Background: an optimization exercise with open tools, aiming at small area, a short achievable clock period and few clock cycles. Do not read the settings as production practice.
In this exercise RTL edits were held to simulation tests only and were not proved equivalent to the original.
Power is estimated from default activity; no workload was simulated.

== alpha ==
## t43dr_codec
module t43dr_codec (
    input  wire        clk,
    input  wire        rst,
    input  wire        tx_start_valid,
    output wire        tx_start_ready,
    input  wire [7:0]  tx_cmd,
    input  wire [15:0] tx_len,
    input  wire        tx_data_valid,
    output wire        tx_data_ready,
    input  wire [7:0]  tx_data,
    output wire        txw_valid,
    input  wire        txw_ready,
    output wire [7:0]  txw_data,
    output wire        tx_size_err,
    input  wire        rx_clear,
    input  wire        rx_valid,
    output wire        rx_ready,
    input  wire [7:0]  rx_data,
    output wire        rxo_valid,
    input  wire        rxo_ready,
    output wire        rxo_last,
    output wire [7:0]  rxo_data,
    output wire [2:0]  rxo_status,
    output wire [7:0]  rxo_cmd,
    output wire [15:0] rxo_len
);
    t43dr_encoder u_enc (
        .clk         (clk),
        .rst         (rst),
        .start_valid (tx_start_valid),
        .start_ready (tx_start_ready),
        .cmd         (tx_cmd),
        .len         (tx_len),
        .data_valid  (tx_data_valid),
        .data_ready  (tx_data_ready),
        .data        (tx_data),
        .wire_valid  (txw_valid),
        .wire_ready  (txw_ready),
        .wire_data   (txw_data),
        .size_err    (tx_size_err)
    );
    t43dr_decoder u_dec (
        .clk        (clk),
        .rst        (rst),
        .clear      (rx_clear),
        .in_valid   (rx_valid),
        .in_ready   (rx_ready),
        .in_data    (rx_data),
        .out_valid  (rxo_valid),
        .out_ready  (rxo_ready),
        .out_last   (rxo_last),
        .out_data   (rxo_data),
        .out_status (rxo_status),
        .out_cmd    (rxo_cmd),
        .out_len    (rxo_len)
    );
endmodule
For scale: ~94 flip-flops, about 98 I/O pins, roughly 4700 um^2 of cells after synthesis.
Settings: LEC_CHECK=0, CAP_MARGIN=20, CORE_MARGIN=2, CORE_UTILIZATION=40, SETUP_SLACK_MARGIN=2.0, SLEW_MARGIN=20; clock period 4.0 ns.
standard.sh (not shown) runs the stock make flow with config.mk's settings and CLKGATE_MAP_FILE= SYNTH_SCRIPT=/design/flow/synth_recipe.tcl, a recipe that flattens the netlist after the stock synthesis.
==> flow/flow/run.sh <==
#!/bin/bash
# Standard ORFS layout, with three changes: the port buffers are a small, fast
# buffer instead of the default delay buffer; clock tree synthesis adds no
# dummy loads; and each ready output is placed beside the input it follows.
set -euo pipefail
PORTBUF=sky130_fd_sc_hd__buf_1
CTS="-sink_clustering_enable -repair_clock_nets -buf_list sky130_fd_sc_hd__clkbuf_8 -dont_use_dummy_load"
bash standard.sh "BUFFER_PORTS_ARGS=-buffer_cell $PORTBUF" "CTS_ARGS=$CTS" "IO_CONSTRAINTS=$(pwd)/flow/io.tcl" finish > standard.log 2>&1
==> flow/flow/io.tcl <==
# Keep each ready output next to the input it follows, so that the path
# between them stays short.
set_io_pin_constraint -group -order -pin_names {rxo_ready rx_ready}
set_io_pin_constraint -group -order -pin_names {tx_start_ready txw_ready tx_data_ready}
Testbench counts of alpha, summed over its fixed seeds: cycles 75,669.
[inputs] beta vs alpha
- CORE_UTILIZATION changed from 40 to 25
## What came out
- Looking at end point of the critical path, the txw_data[1] result is from alpha; the tx_data_ready one comes from beta.
- Diff alpha -> beta | first-pass GRT wire length | down slightly
- Per the comparison of beta with alpha, vias after detailed routing now sits higher, final worst-path setup slack saw a decrease, overall routed net length shows an increase of about 3%, met2 layer usage reported by global route decreased 11 points.
- Headroom to the max-slew limit was higher in alpha than in beta.
- The core of beta is less densely filled than that of alpha.
- alpha vs beta, startpoint of the worst setup timing path: u_enc.ef vs txw_ready
What gamma does differently from beta at the input level:
- swapping 25 for 30 in CORE_UTILIZATION
- swapping 2.0 for 2.05 in SETUP_SLACK_MARGIN
--- outcome ---
- Diff beta -> gamma | design internal power | up slightly
- Tapcell count, gamma and beta, higher one = beta.
- On final design instance area without fill: between gamma and beta, it ends up higher for gamma.
- Comparing gamma and beta, the higher portion of total power attributed to combinational logic was measured on gamma.
- Diff beta -> gamma | final critical-path required period | decrease of 0.013 ns
Relative to gamma, the following input files were edited for delta:
- SETUP_SLACK_MARGIN changed from 2.05 to 2.0
Notes after the runs:
Launch point of the critical path: rx_clear -> gamma, txw_ready -> delta
~same area taken by flip-flops and latches in delta and gamma
gamma has lower number of search-and-repair iterations in the first detailed-routing pass than delta.
delta vs. gamma: fill cell total of the finished layout saw an increase; maximum frequency fell by 4.5 MHz; final cell area excluding filler cells decreased 4.6%.
Relative to gamma, detailed-route wire length has gone down in delta.

* * *

Setup of run A:
The RTL this note starts from:
==> flow/design.v <==
module t43dr_encoder (
    input  wire        clk,
    input  wire        rst,
    input  wire        start_valid,
    output wire        start_ready,
    input  wire [7:0]  cmd,
    input  wire [15:0] len,
    input  wire        data_valid,
    output wire        data_ready,
    input  wire [7:0]  data,
    output wire        wire_valid,
    input  wire        wire_ready,
    output wire [7:0]  wire_data,
    output reg         size_err
);
    localparam [7:0] START = 8'h02;
    localparam [7:0] END   = 8'h03;
    localparam [7:0] ESC   = 8'h1B;
    reg s_idle, s_rej, s_cmd, s_lenh, s_lenl, s_data, s_chk, s_end;
    reg [9:0] cnt;        
    reg [7:0] sum;
    reg       wv;         
    reg       ef;         
    reg [7:0] wd;
    function is_marker(input [7:0] b);
        is_marker = (b == START) || (b == END) || (b == ESC);
    endfunction
    assign wire_valid = wv;
    assign wire_data  = ef ? ESC : wd;
    wire can_load = wire_ready && !ef;
    reg hdr_rdy;
    reg dat_rdy;
    assign start_ready = wire_ready && hdr_rdy;
    assign data_ready  = wire_ready && dat_rdy;
    wire too_long = (|len[15:10]) || (len[9] && (|len[8:0]));
    reg  hdr_seen;
    reg  hdr_long;
    wire go    = s_idle && hdr_seen && !hdr_long;    
    wire d_in  = s_data && data_valid;
    wire load  = can_load && (go || s_cmd || s_lenh || s_lenl || d_in || s_chk || s_end);
    wire [7:0] val = ({8{s_idle}} & START)
                   | ({8{s_cmd}}  & cmd)
                   | ({8{s_lenh}} & {6'd0, cnt[9:8]})
                   | ({8{s_lenl}} & cnt[7:0])
                   | ({8{s_data}} & data)
                   | ({8{s_chk}}  & sum)
                   | ({8{s_end}}  & END);
    wire mk = (s_cmd  && is_marker(cmd))
           || (s_lenh && (cnt[9:8] == 2'd2))
           || (s_lenl && is_marker(cnt[7:0]))
           || (s_data && is_marker(data))
           || (s_chk  && is_marker(sum));
    wire cnt_zero = (cnt == 10'd0);
    wire cnt_one  = (cnt == 10'd1);
    wire n_idle = (s_idle && !go && !(hdr_seen && hdr_long)) || (s_idle && go && !can_load)
               || (s_rej && wire_ready) || (s_end && can_load);
    wire n_rej  = (s_idle && hdr_seen && hdr_long) || (s_rej && !wire_ready);
    wire n_cmd  = (go && can_load) || (s_cmd && !can_load);
    wire n_lenh = (s_cmd && can_load) || (s_lenh && !can_load);
    wire n_lenl = (s_lenh && can_load) || (s_lenl && !can_load);
    wire n_data = (s_lenl && can_load && !cnt_zero) || (s_data && !(d_in && can_load && cnt_one));
    wire n_chk  = (s_lenl && can_load && cnt_zero) || (d_in && can_load && cnt_one) || (s_chk && !can_load);
    wire n_end  = (s_chk && can_load) || (s_end && !can_load);
    wire n_ef = load ? mk : (ef && !wire_ready);
    always @(posedge clk) begin
        if (can_load)
            wd <= val;
        if (load && s_cmd)
            sum <= cmd;
        else if (load && (s_lenh || s_lenl || s_data))
            sum <= sum ^ val;
        if (load && s_cmd)
            cnt <= len[9:0];
        else if (load && s_data)
            cnt <= cnt - 10'd1;
        hdr_long <= too_long;
    end
    always @(posedge clk) begin
        if (rst) begin
            s_idle   <= 1'b1;
            s_rej    <= 1'b0;
            s_cmd    <= 1'b0;
            s_lenh   <= 1'b0;
            s_lenl   <= 1'b0;
            s_data   <= 1'b0;
            s_chk    <= 1'b0;
            s_end    <= 1'b0;
            wv       <= 1'b0;
            ef       <= 1'b0;
            size_err <= 1'b0;
            hdr_rdy  <= 1'b0;
            dat_rdy  <= 1'b0;
            hdr_seen <= 1'b0;
        end else begin
            s_idle   <= n_idle;
            s_rej    <= n_rej;
            s_cmd    <= n_cmd;
            s_lenh   <= n_lenh;
            s_lenl   <= n_lenl;
            s_data   <= n_data;
            s_chk    <= n_chk;
            s_end    <= n_end;
            size_err <= s_rej && wire_ready;
            ef       <= n_ef;
            if (load)
                wv <= 1'b1;
            else if (wire_ready && !ef)
                wv <= 1'b0;
            hdr_rdy  <= n_cmd || n_rej;
            dat_rdy  <= n_data && !n_ef;
            hdr_seen <= start_valid && !start_ready;
        end
    end
endmodule
module t43dr_decoder (
    input  wire        clk,
    input  wire        rst,
    input  wire        clear,
    input  wire        in_valid,
    output wire        in_ready,
    input  wire [7:0]  in_data,
    output reg         out_valid,
    input  wire        out_ready,
    output reg         out_last,
    output wire [7:0]  out_data,
    output wire [2:0]  out_status,
    output wire [7:0]  out_cmd,
    output wire [15:0] out_len
);
    reg st_cmd;     
    reg st_lh;      
    reg st_ll;      
    reg st_dat;     
    reg st_chk;     
    reg st_we;      
    reg esc;
    reg [7:0] cmd_r;
    reg [9:0] P;
    reg [9:0] Q;
    reg       h_big;    
    reg [7:0] sum;
    reg [7:0] ev_r;
    assign out_cmd    = cmd_r;
    assign out_len    = {Q[5:0], P};
    assign out_data   = ev_r;
    assign out_status = ev_r[2:0];
    assign in_ready = out_ready;
    wire fire = in_valid && out_ready;
    wire c_cmd = st_cmd && !clear;
    wire c_lh  = st_lh  && !clear;
    wire c_ll  = st_ll  && !clear;
    wire c_dat = st_dat && !clear;
    wire c_chk = st_chk && !clear;
    wire c_we  = st_we  && !clear;
    wire c_esc = esc    && !clear;
    wire c_in  = c_cmd || c_lh || c_ll || c_dat || c_chk || c_we;    
    wire is_se   = (in_data[7:1] == 7'b0000001);    
    wire is_esc  = (in_data == 8'h1B);
    wire literal = c_esc || !(is_se || is_esc);
    wire e_esc   = !c_esc && is_esc;                 
    wire e_start = !c_esc && is_se && !in_data[0];
    wire e_end   = !c_esc && is_se &&  in_data[0];
    wire len_big  = h_big || (P[9] && (|in_data));
    wire len_zero = !h_big && (P[9:8] == 2'd0) && (in_data == 8'd0);
    wire cnt_last = (Q == 10'd1);
    wire n_cmd = e_start || (c_cmd && e_esc);
    wire n_lh  = (c_cmd && literal) || (c_lh && e_esc);
    wire n_ll  = (c_lh  && literal) || (c_ll && e_esc);
    wire n_dat = (c_ll  && literal && !len_big && !len_zero)
              || (c_dat && literal && !cnt_last) || (c_dat && e_esc);
    wire n_chk = (c_ll  && literal && len_zero)
              || (c_dat && literal && cnt_last) || (c_chk && e_esc);
    wire n_we  = (c_chk && literal) || (c_we && e_esc);
    wire ev_size = c_ll && literal && len_big;
    wire ev_dat  = c_dat && literal;
    wire ev_end  = e_end && c_we;
    wire ev      = ev_size || ev_dat || (c_we && literal) || (e_end && c_in);
    wire [2:0] ev_status = ev_size ? 3'd3 :
                           ev_end  ? {1'b0, (sum != 8'h00), 1'b0} : 3'd4;
    always @(posedge clk) begin
        if (st_cmd)
            cmd_r <= in_data;
        if (st_lh) begin
            P[9:8] <= in_data[1:0];
            Q      <= {4'd0, in_data[7:2]};
            h_big  <= (|in_data[7:2]) || (&in_data[1:0]);
        end
        if (st_ll) begin
            P[7:0] <= in_data;
            if (!len_big)
                Q <= {P[9:8], in_data};
        end
        if (st_dat && fire && literal && !clear)
            Q <= Q - 10'd1;
        if (fire && literal)
            sum <= c_cmd ? in_data : (sum ^ in_data);
        if (out_ready) begin
            out_last <= !ev_dat;
            ev_r     <= {in_data[7:3], ev_dat ? in_data[2:0] : ev_status};
        end
    end
    always @(posedge clk) begin
        if (rst) begin
            st_cmd    <= 1'b0;
            st_lh     <= 1'b0;
            st_ll     <= 1'b0;
            st_dat    <= 1'b0;
            st_chk    <= 1'b0;
            st_we     <= 1'b0;
            esc       <= 1'b0;
            out_valid <= 1'b0;
        end else begin
            if (out_ready)
                out_valid <= in_valid && ev;
            if (fire) begin
                st_cmd <= n_cmd;
                st_lh  <= n_lh;
                st_ll  <= n_ll;
                st_dat <= n_dat;
                st_chk <= n_chk;
                st_we  <= n_we;
                esc    <= e_esc;
            end else if (clear) begin
                st_cmd <= 1'b0;
                st_lh  <= 1'b0;
                st_ll  <= 1'b0;
                st_dat <= 1'b0;
                st_chk <= 1'b0;
                st_we  <= 1'b0;
                esc    <= 1'b0;
            end
        end
    end
endmodule
module t43dr_codec (
    input  wire        clk,
    input  wire        rst,
    input  wire        tx_start_valid,
    output wire        tx_start_ready,
    input  wire [7:0]  tx_cmd,
    input  wire [15:0] tx_len,
    input  wire        tx_data_valid,
    output wire        tx_data_ready,
    input  wire [7:0]  tx_data,
    output wire        txw_valid,
    input  wire        txw_ready,
    output wire [7:0]  txw_data,
    output wire        tx_size_err,
    input  wire        rx_clear,
    input  wire        rx_valid,
    output wire        rx_ready,
    input  wire [7:0]  rx_data,
    output wire        rxo_valid,
    input  wire        rxo_ready,
    output wire        rxo_last,
    output wire [7:0]  rxo_data,
    output wire [2:0]  rxo_status,
    output wire [7:0]  rxo_cmd,
    output wire [15:0] rxo_len
);
    t43dr_encoder u_enc (
        .clk         (clk),
        .rst         (rst),
        .start_valid (tx_start_valid),
        .start_ready (tx_start_ready),
        .cmd         (tx_cmd),
        .len         (tx_len),
        .data_valid  (tx_data_valid),
        .data_ready  (tx_data_ready),
        .data        (tx_data),
        .wire_valid  (txw_valid),
        .wire_ready  (txw_ready),
        .wire_data   (txw_data),
        .size_err    (tx_size_err)
    );
    t43dr_decoder u_dec (
        .clk        (clk),
        .rst        (rst),
        .clear      (rx_clear),
        .in_valid   (rx_valid),
        .in_ready   (rx_ready),
        .in_data    (rx_data),
        .out_valid  (rxo_valid),
        .out_ready  (rxo_ready),
        .out_last   (rxo_last),
        .out_data   (rxo_data),
        .out_status (rxo_status),
        .out_cmd    (rxo_cmd),
        .out_len    (rxo_len)
    );
endmodule
export LEC_CHECK = 0
export CAP_MARGIN = 20
export CORE_MARGIN = 2
export CORE_UTILIZATION = 40
export CTS_BUF_LIST = sky130_fd_sc_hd__clkbuf_8
export SETUP_SLACK_MARGIN = 2.0
export SLEW_MARGIN = 20
create_clock -name core_clock -period 4.0 [get_ports {clk}]
==> flow/flow/run.sh <==
#!/bin/bash
# Standard ORFS layout, with the port buffers made of a small, fast buffer
# instead of the default delay buffer.
set -euo pipefail
PORTBUF=${PORTBUF:-sky130_fd_sc_hd__buf_1}
bash standard.sh "BUFFER_PORTS_ARGS=-buffer_cell $PORTBUF" finish > standard.log 2>&1
Testbench counts of run A, summed over its fixed seeds: cycles 75,669.
What run B does differently from run A at the input level:
Settings: a change of SETUP_SLACK_MARGIN from 2.0 to 2.1.
## What came out
Run B — post-route fraction of the period consumed by the critical path 0.54 points lower, run A as reference
Run B reports a higher upper clock frequency limit than run A does.
Global-route usage on run B is up relative to run A.
The critical path's slowest cell comes out sky130_fd_sc_hd__buf_2 in one run and sky130_fd_sc_hd__and2_4 in the other, namely in run A and run B respectively.
On global-route wire length before repair, the higher figure sits with run B, not run A.
Comparing run A against run B, there is no change at all in initial antenna violation count.
In run B, the number of global-route vias before repair came out about 2% above the value in run A.
Going from run A to run B, the first-iteration DRC count was found to have gone down by 8.0%.
[diff] register-to-register path setup slack, run B relative to run A: improvement
NOTE half-perimeter wire length after placement run A->run B decreased slightly
Wire length delta (run B − run A): unfavourable
Setup changes, run B to run C
Settings: PLACE_DENSITY newly set to 0.8; SETUP_SLACK_MARGIN changed from 2.1 to 2.0.
==> notes.md <==
- Re layout inverter count without the clock tree: no difference whatsoever between run C and run B.
- Higher final period demand of the worst path was reported by run C, not run B.
- Met2 demand-to-capacity share in global routing: run B and run C compared, lower one is run C
- NOTE: final layout net count in run C falls short of that of run B
- Both conditions hold for run C: the flow ran to the end and the final layout passed the timing, design-rule and antenna checks.
- [run C vs run B] fraction of final layout cells with drive strength greater than 1: lower in run C
- NOTE: arrival time at the worst endpoint in run C exceeds that of run B
- As far as post-synthesis compound-gate area fraction goes, run C and run B are indistinguishable; the numbers are identical.
- Sort run B and run C by switching power asc -> top: run C
What run D does differently from run C at the input level:
Settings: CORE_UTILIZATION now 60, was 40; PLACE_DENSITY no longer set, was 0.8.
Findings:
Run C finished every step from synthesis to the final layout, and the layout passed the timing, design-rule and antenna checks. Run D was carried through to the last stage, and its layout satisfied the timing, design-rule and antenna checks. Summary — clock network contribution to total cell area, run D relative to run C: higher, by 0.66 points. Taking run C as the reference, in run D first-pass iteration count of the detailed router held; wire length went down 7.0%; transition time at the pin with the least slew margin went up 0.018 ns; sequential share of layout area went up 0.49 points; met2 layer usage reported by global route went up 12 points. Cell area in run D vs run C: down 1.0%. Side by side, fraction of layout cells with a size suffix above 1 turned out lower in run D than in run C. Sort run D and run C by number of resized instances in the post-cts repair step, ascending, and run D comes first.

-- separate check: timing with driven ports --
The flow's constraints put no driver on any port. The routed layouts listed below were extracted and timed again, unchanged, in two steps.
Step 1 (the two cells are an assumption about what drives the block):
set clk [get_ports {clk}]
set_driving_cell -lib_cell sky130_fd_sc_hd__clkbuf_16 $clk
set_driving_cell -lib_cell sky130_fd_sc_hd__buf_2 [delete_from_list [all_inputs] $clk]
Step 2 times the ports against the registers' clock, not the clock port: input delays grow and output delays shrink by t, the midpoint of the rising clock arrivals with the driver on.
Slacks: no drivers / after step 1 / after step 2; pairs: no drivers / after step 1.
| run | shift t [ns] | setup WS [ns] | worst setup path after step 2 | worst register clock-pin slew, ns | worst data-port slew with drivers (ns) |
|---|---|---|---|---|---|
| alpha | 0.399 | 2.021 / 1.988 / 1.625 | input to register | 0.10 / 0.10 | 0.04 |
| beta | 0.412 | 2.018 / 1.998 / 1.606 | input to register | 0.10 / 0.10 | 0.04 |
| gamma | 0.392 | 2.031 / 2.016 / 1.632 | input to register | 0.10 / 0.10 | 0.06 |
| delta | 0.390 | 2.013 / 1.992 / 1.628 | input to register | 0.09 / 0.09 | 0.05 |
| run A | 0.405 | 2.038 / 2.007 / 1.641 | input to register | 0.10 / 0.10 | 0.05 |
| run B | 0.411 | 2.059 / 2.022 / 1.644 | input to register | 0.10 / 0.10 | 0.06 |
| run C | 0.400 | 2.025 / 2.002 / 1.628 | input to register | 0.10 / 0.10 | 0.04 |
| run D | 0.391 | 2.012 / 1.990 / 1.686 | input to register | 0.10 / 0.10 | 0.04 |
After both steps every run listed still meets setup and hold. For run B, which loses most, drivers alone change the setup slack by -0.037 ns; drivers and shift together by -0.415 ns.
